From an optimization exercise on the open Yosys and OpenROAD flow, aimed at small area; shortcuts taken in it are not production practice. Only simulation tests tie the RTL to the original design; equivalence was not proved. Power is estimated from default activity; no workload was simulated.

==> flow/design.v (excerpt) <==
module brew_core (
    input  wire        clk,
    input  wire        rst,
    output wire        rx_poll,
    input  wire        rx_valid,
    input  wire [7:0]  rx_data,
    input  wire        rx_err,
    output wire        tx_valid,
    output wire [7:0]  tx_data,
    output wire        tx_last,
    input  wire        tx_ready,
    input  wire        tx_err,
    input  wire [31:0] time_now,
    input  wire        h_sel,
    input  wire        h_we,
    input  wire [2:0]  h_idx,
    input  wire [15:0] h_wdata,
    output reg  [31:0] h_rdata,
    output wire        st_idle,
    output wire        st_running
);
    localparam [2:0] RS_IDLE = 3'd0, RS_RUN = 3'd1, RS_FOPEN = 3'd3, RS_FCLOSE = 3'd4, RS_TEST = 3'd5;
    localparam [2:0] PH_TOP = 3'd0, PH_FLOW = 3'd1, PH_DIV = 3'd2, PH_MOTOR = 3'd3, PH_SLEEP = 3'd4;
    localparam [1:0] S_FREE = 2'd0, S_WRITE = 2'd1, S_WAIT = 2'd2, S_DONE = 2'd3;
    localparam [1:0] R_OK = 2'b00, R_NORESP = 2'b10, R_TERR = 2'b11;    
    reg [2:0]  rs;
    reg [2:0]  ph;
    reg [1:0]  ss;               
    reg [1:0]  sres;             
    reg [5:0]  cnt;              
    reg [3:0]  pos;
    reg [15:0] target_flow;
    reg        stop_flag, flow_valid, link_ok, test_done, dir_open;
    reg [1:0]  last_res;
    reg [31:0] last_sample_time;
    reg [25:0] flow_out;
  ...
For scale: about 1200 cells after synthesis, ~220 flip-flops.
export LEC_CHECK = 0
export CAP_MARGIN = 40
export CELL_PAD_IN_SITES_DETAIL_PLACEMENT = 1
export CELL_PAD_IN_SITES_GLOBAL_PLACEMENT = 2
export CORE_MARGIN = 2
export CORE_UTILIZATION = 50
export PLACE_DENSITY = 0.6
export SLEW_MARGIN = 40
export SYNTH_MEMORY_MAX_BITS = 4096
create_clock -name core_clock -period 20.0 [get_ports {clk}]
standard.sh (not shown) runs the stock make flow with config.mk's settings and CLKGATE_MAP_FILE= SYNTH_SCRIPT=/design/flow/synth_recipe.tcl, a recipe that flattens the netlist after the stock synthesis.
==> flow/flow/run.sh <==
#!/bin/bash
# The standard layout (standard.sh) with three changes:
#  - synthesis uses an area-oriented ABC script (flow/abc_small.script);
#    everything else in synthesis is synth_recipe.tcl unchanged,
#  - each port gets the smallest buffer (buf_1),
#  - the clock tree uses small clock buffers and no dummy loads.
# Each tool's output is in standard.log and in the ORFS logs under orfs/logs.
set -e
F=$PWD/flow
sed "s#SYNTH_SCRIPT=[^ ]*#SYNTH_SCRIPT=$F/my_synth.tcl#" standard.sh > my_standard.sh
export BUFFER_PORTS_ARGS="-buffer_cell sky130_fd_sc_hd__buf_1"
export CTS_ARGS="-sink_clustering_enable -repair_clock_nets -dont_use_dummy_load -buf_list {sky130_fd_sc_hd__clkbuf_4 sky130_fd_sc_hd__clkbuf_8} -root_buf sky130_fd_sc_hd__clkbuf_8 -sink_clustering_size 16 -sink_clustering_max_diameter 80"
bash my_standard.sh > standard.log 2>&1
==> flow/flow/abc_small.script <==
strash
dch
amap
==> flow/flow/my_synth.tcl <==
# The standard synthesis (synth_recipe.tcl), with an area-oriented ABC script
set ::my_flow_dir [file dirname [file normalize [info script]]]
proc abc {args} {
  set i [lsearch -exact $args -script]
  if { $i >= 0 } {
    lset args [expr { $i + 1 }] [file join $::my_flow_dir abc_small.script]
  }
  yosys abc {*}$args
}
source [file join [file dirname $::my_flow_dir] synth_recipe.tcl]
Edit:
--- a/flow/design.v
+++ b/flow/design.v
@@ -4,32 +4,31 @@
     input  wire       step,         
     input  wire [7:0] b,            
     input  wire [1:0] kind,         
     output wire       match,        
     output wire       shift         
 );
     localparam [1:0] SEEK = 2'd0, LEN = 2'd1, CMD = 2'd2, DATA = 2'd3;
     reg [1:0] st;
     reg [7:0] d;        
     reg [7:0] acc;      
     reg [1:0] cls;      
     wire is_last = st[1] && (d == 8'd3);
-    wire [7:0] ax = acc ^ b;
-    assign match = step && is_last && (ax == 8'h00) && (cls == kind);
+    assign match = step && is_last && ((acc ^ b) == 8'h00) && (cls == kind);
     assign shift = step && !is_last;
     always @(posedge clk) begin
         if (rst) begin
             st <= SEEK;
         end else if (step) begin
-            acc <= (st == SEEK) ? b : ax;
+            acc <= (st == SEEK) ? b : (acc ^ b);
             case (st)
                 SEEK: if (b == 8'hAA) st <= LEN;
                 LEN: begin
                     d  <= b;
                     st <= (b[7:2] == 6'd0) ? SEEK : CMD;
                 end
                 CMD: begin
                     d   <= d - 8'd1;
                     cls <= (b == 8'h4D) ? 2'd0 :
                            (b == 8'h46 && d == 8'd6) ? 2'd1 :
                            (b == 8'h54) ? 2'd2 : 2'd3;
                     st  <= DATA;
@@ -274,34 +273,34 @@
                         ss   <= S_DONE;
                     end else if (match) begin
                         sres <= R_OK;
                         ss   <= S_DONE;
                     end
                 end
                 default: ss <= S_FREE;
             endcase
         end
     end
     wire c0 = is_run && (ph == PH_FLOW) && seq_done && (sres == R_OK);
     always @(posedge clk) begin
-        rr        <= c0 ? {26'd0, r2} : (dv_ge ? dv_sub : dv_sh);
-        dq[27:16] <= c0 ? m125[20:9] : dq[26:15];
         if (c0) begin
             last_sample_time <= time_now;
-            dq[15:0] <= {m125[8:0], 5'd0, q27, q26};
-            ee       <= ne[27:0];
-            e_nq     <= !(ne_lo_nz && (ne[31:28] == 4'hF));
-            e_zero   <= e_is0;
-        end else if (ph == PH_DIV) begin
-            dq[15:0] <= {dq[14:0], dv_ge};
+            dq     <= {m125[20:0], 5'd0, q27, q26};
+            rr     <= {26'd0, r2};
+            ee     <= ne[27:0];
+            e_nq   <= !(ne_lo_nz && (ne[31:28] == 4'hF));
+            e_zero <= e_is0;
+        end else if (ph == PH_DIV && !cnt[5] && cnt != 6'd26) begin
+            dq <= {dq[26:0], dv_ge};
+            rr <= dv_ge ? dv_sub[27:0] : dv_sh;
         end else if (rx_shift) begin
             dq[15:0] <= {rx_data, dq[15:8]};
         end
         if (is_idle && wr_cmd && op == 3'd1)
             last_sample_time <= time_now;
         if (is_run && div_end) begin
             flow_out <= dq[27:2];
             dir_open <= below;
         end
     end
     always @(posedge clk) begin
         if (rst) begin
The changed run completed without violations.
Total power fell by 3.4%.
Utilization goes up by 1.0 points.
Die area increases by 2.4%.
Via count increases by 3.7%.
Clock-buffer cell count rises by 1.
Global-route usage grows by 0.42 points.
Worst setup slack loses 0.041 ns.
Design area came out higher by 3.1%.
Register-to-register slack gets worse by 0.03 ns.

==> static timing again, ports no longer ideal <==
No port has a modelled driver above. Below, the same layouts with a new extraction and two added sets of constraints.
Step 1 assumes that a clkbuf_16 drives the clock port and a buf_2 every other input.
Step 2 moves the port delays by t, midway between the first and last clock arrival at a register: inputs arrive t later, outputs are due t later. That takes back most of the time a late clock gives input paths.
Three values: ideal, step 1, step 2; two values: the first two.
run	t (ns)	setup slack, ns	hold slack, ns	pins driven straight from the clock port
the first run	0.551	0.682 / 0.702 / 0.151	0.454 / 0.454 / 0.454	1
the second run	0.560	0.641 / 0.668 / 0.108	0.478 / 0.478 / 0.478	1
After both steps every run listed still meets setup and hold. For the second run, which loses most, drivers alone change the setup slack by +0.027 ns; drivers and shift together by -0.533 ns.
